This is an optimization exercise on Yosys and OpenROAD, whose aim is small area, not a production implementation. Where RTL was checked, it was by simulation tests only, not by an equivalence proof against the original. Power and IR drop assume default switching activity.

## alpha
==> flow/design.v (excerpt) <==
module speden_display (
  input  wire        clk,
  input  wire        rst,
  input  wire        cmd_valid,
  output wire        cmd_ready,
  input  wire [2:0]  cmd,
  input  wire [15:0] score,
  input  wire        high_score,
  output reg  [5:0]  src_addr,
  input  wire [7:0]  src_data,
  output wire        done,
  output wire [1:0]  status,
  output reg         ovf,
  output reg         irq_hold,
  output wire        sdi,
  output wire        sck,
  output wire        rck,
  output wire        clr,
  output wire        oe
);
  localparam [3:0] S_IDLE = 4'b1101, S_DOK = 4'b1100, S_DNI = 4'b1110,
                   S_DBAD = 4'b1111,
                   S_DD   = 4'b0000, S_REF = 4'b0001, S_LAT = 4'b0010,
                   S_ENC  = 4'b0011, S_ENQ = 4'b0100, S_PF  = 4'b0101,
                   S_PM   = 4'b0110, S_ENC3 = 4'b0111;
  reg [3:0]   state;
  reg         initd;
  reg         armed;
  reg [111:0] mr;
  reg [3:0]   mph;
  reg [4:0]   prog;         
  reg [4:0]   rem;          
  reg         scr;
  reg [19:0]  qr;
  reg [4:0]   qp;
  reg [4:0]   nq;           
  reg [2:0]   ic;           
  reg         pfc;          
  reg [15:0]  dg;           
  reg [5:0]   sc;           
  reg [2:0]   kc;           
  reg [6:0]   dat;          
  reg [3:0]   r;
  reg [1:0]   pe;           
  wire ready  = state[3] & state[2];
  wire ok     = initd || (cmd == 3'd0);
  assign cmd_ready = ready;
  assign done      = ready & (state[1] | ~state[0]);
  assign status    = state[1:0];
  assign clr       = initd;
  assign oe        = ~initd;
  assign sck       = (state == S_REF) && mph[0] && (r[2:1] != 2'b11);
  assign rck       = (state == S_LAT);
  function [7:0] seg_lut(input [3:0] d);
  ...
Size in the first run: about 670 cells after synthesis, about 48 I/O pins, ~7400 µm² of cells after synthesis.
==> flow/config.mk <==
export PLATFORM = sky130hd
export DESIGN_NAME = speden_display
export DESIGN_NICKNAME = speden_display
export VERILOG_FILES = /design/flow/design.v
export SDC_FILE = /design/flow/constraint.sdc
export NUM_CORES = 4
export LEC_CHECK = 0
export CAP_MARGIN = 20
export CORE_MARGIN = 2
export CORE_UTILIZATION = 70
export SLEW_MARGIN = 20
==> flow/constraint.sdc <==
create_clock -name core_clock -period 15.0 [get_ports {clk}]
set_input_delay 3.0000 -clock core_clock [delete_from_list [all_inputs] [get_ports {clk}]]
set_output_delay 3.0000 -clock core_clock [all_outputs]
set_load 0.01 [all_outputs]
standard.sh (not shown) runs the stock make flow with config.mk's settings and CLKGATE_MAP_FILE= SYNTH_SCRIPT=/design/flow/synth_recipe.tcl, a recipe that flattens the netlist after the stock synthesis.
==> flow/flow/run.sh <==
#!/bin/bash
# Own layout flow: the standard synthesis, its combinational logic re-mapped for area
# (registers untouched), then the standard ORFS flow with 1x port buffers and a lighter
# clock tree. Each tool's output goes to a log file of its own in this folder.
set -euo pipefail
W=$(pwd)
R=$W/orfs/results/$FLOW_PLATFORM/speden_display/base
# 1. standard synthesis, netlist only
bash standard.sh $R/1_2_yosys.v > $W/log_1_synth.txt 2>&1
cp $R/1_2_yosys.v $W/netlist_standard.v
# 2. area re-mapping of the gates between the registers
bash flow/remap.sh $W/netlist_standard.v $W/netlist_remap.v flow/area.abc > $W/log_2_remap.txt 2>&1
cp $W/netlist_remap.v $R/1_2_yosys.v
touch $R/1_2_yosys.v
# 3. the rest of the standard flow
bash standard.sh \
  "BUFFER_PORTS_ARGS=-buffer_cell sky130_fd_sc_hd__buf_1" \
  "CTS_ARGS=$(cat flow/cts_args.txt)" \
  finish > $W/log_3_layout.txt 2>&1
test -f $W/out/final.def
==> flow/flow/area.abc <==
strash
&get -n
&deepsyn -T 60
&put
strash
&get -n
&dch -f
&nf -R 1000
&put
strash
&get -n
&deepsyn -T 60
&put
strash
&get -n
&dch -f
&nf -R 1000
&put
==> flow/flow/cts_args.txt <==
-sink_clustering_enable -repair_clock_nets -dont_use_dummy_load -sink_clustering_size 16 -sink_clustering_max_diameter 50 -buf_list {sky130_fd_sc_hd__clkbuf_8}
==> flow/flow/remap.sh <==
#!/bin/bash
# remap.sh IN.v OUT.v ABC_SCRIPT
# Re-maps the combinational logic of the standard synthesis netlist for area with ABC.
# Every register instance keeps its name and cell type; only the gates between them change.
set -euo pipefail
LIB=$FLOW_HOME/platforms/sky130hd/lib/sky130_fd_sc_hd__tt_025C_1v80.lib
IN=$1; OUT=$2; ABCS=$3
DU=""
for c in $(sed -n '/^export DONT_USE_CELLS/,/^$/p' $FLOW_HOME/platforms/sky130hd/config.mk | tr -d '\\' | grep -o 'sky130_fd_sc_hd__[A-Za-z0-9_]*'); do
  DU="$DU -dont_use $c"
done
cat > remap.ys <<EOT
read_liberty -ignore_miss_func $LIB
read_verilog $IN
hierarchy -top $FLOW_TOP
setattr -mod -set keep_hierarchy 1 sky130_fd_sc_hd__df* sky130_fd_sc_hd__edf* sky130_fd_sc_hd__sdf* sky130_fd_sc_hd__sedf* sky130_fd_sc_hd__dl* sky130_fd_sc_hd__conb_1
flatten
opt_clean -purge
stat -liberty $LIB
abc -liberty $LIB $DU -script $ABCS
opt_clean -purge
hilomap -singleton -hicell sky130_fd_sc_hd__conb_1 HI -locell sky130_fd_sc_hd__conb_1 LO
splitnets
opt_clean -purge
insbuf -buf sky130_fd_sc_hd__buf_4 A X
rename -hide w:*.*
select $FLOW_TOP
stat -liberty $LIB
write_verilog -noattr -nohex -nodec -selected $OUT
EOT
Y=$FLOW_HOME/../tools/install/yosys/bin/yosys
[[ -x $Y ]] || Y=yosys
$Y -s remap.ys
alpha: PASS, flow complete, no timing, DRC or antenna violations
For beta, these inputs were changed with respect to alpha:
--- a/flow/design.v
+++ b/flow/design.v
@@ -16,17 +16,15 @@
   output wire        sck,
   output wire        rck,
   output wire        clr,
   output wire        oe
 );
   localparam [3:0] S_IDLE = 4'b1101, S_DOK = 4'b1100, S_DNI = 4'b1110,
                    S_DBAD = 4'b1111,
-                   S_DD   = 4'b0000, S_REF = 4'b0001, S_LAT = 4'b0010,
-                   S_ENC  = 4'b0011, S_ENQ = 4'b0100, S_PF  = 4'b0101,
-                   S_PM   = 4'b0110, S_ENC3 = 4'b0111;
+                   S_DD = 4'd2, S_REF = 4'd8, S_LAT = 4'd6, S_ENC = 4'd1, S_ENQ = 4'd5, S_PF = 4'd4, S_PM = 4'd10, S_ENC3 = 4'd9;
   reg [3:0]   state;
   reg         initd;
   reg         armed;
   reg [111:0] mr;
   reg [3:0]   mph;
   reg [4:0]   prog;         
   reg [4:0]   rem;          
Diff alpha -> beta | power share of the clock group | decrease of 0.2 points. Compared with alpha, beta shows a higher via count. Compared beta against alpha; area growth from synthesis to layout within noise. The lower non-clock buffer count came out of beta. [compare] base=alpha new=beta: post-placement cell area held steady, relative slew slack shows an increase of 1.8 points, share of the clock period used by the worst path went down 2.1 points, maximum frequency from static timing analysis saw an increase. When beta is set beside alpha, its sequential power turns out to be about 0.8% larger. Relative to alpha, the combinational power of beta is higher by about 16%. Diff alpha -> beta | synthesized netlist net count | increase of about 2.4%. Taking alpha as the reference point, the overall power of the completed layout of beta rises by 0.011 mW. The full die area of beta and that of alpha are within noise of each other.
The RTL of beta was laid out without a check of its function.

[port drivers added, routing unchanged]
How much do the figures lean on ideal ports? The routed layouts below were timed once more, with nothing changed but the port constraints. Step 1: set_driving_cell puts a clkbuf_16 on clk and a buf_2 on each other input, an assumption about the parent block. Step 2 adds t to the input delays and takes it off the output delays; t is the mean of the earliest and latest rising clock arrival at the registers after step 1. Input paths then give back, and output paths get back, about the clock's delay inside the block. Three values: no drivers, after step 1, after step 2; two values: the first two.
| run | t (ns) | setup WS [ns] | worst data-port slew with drivers (ns) |
|---|---|---|---|
| alpha | 0.514 | 8.374 / 8.339 / 8.853 | 0.04 |
| beta | 0.507 | 8.687 / 8.654 / 9.161 | 0.05 |
After both steps every run listed still meets setup and hold.
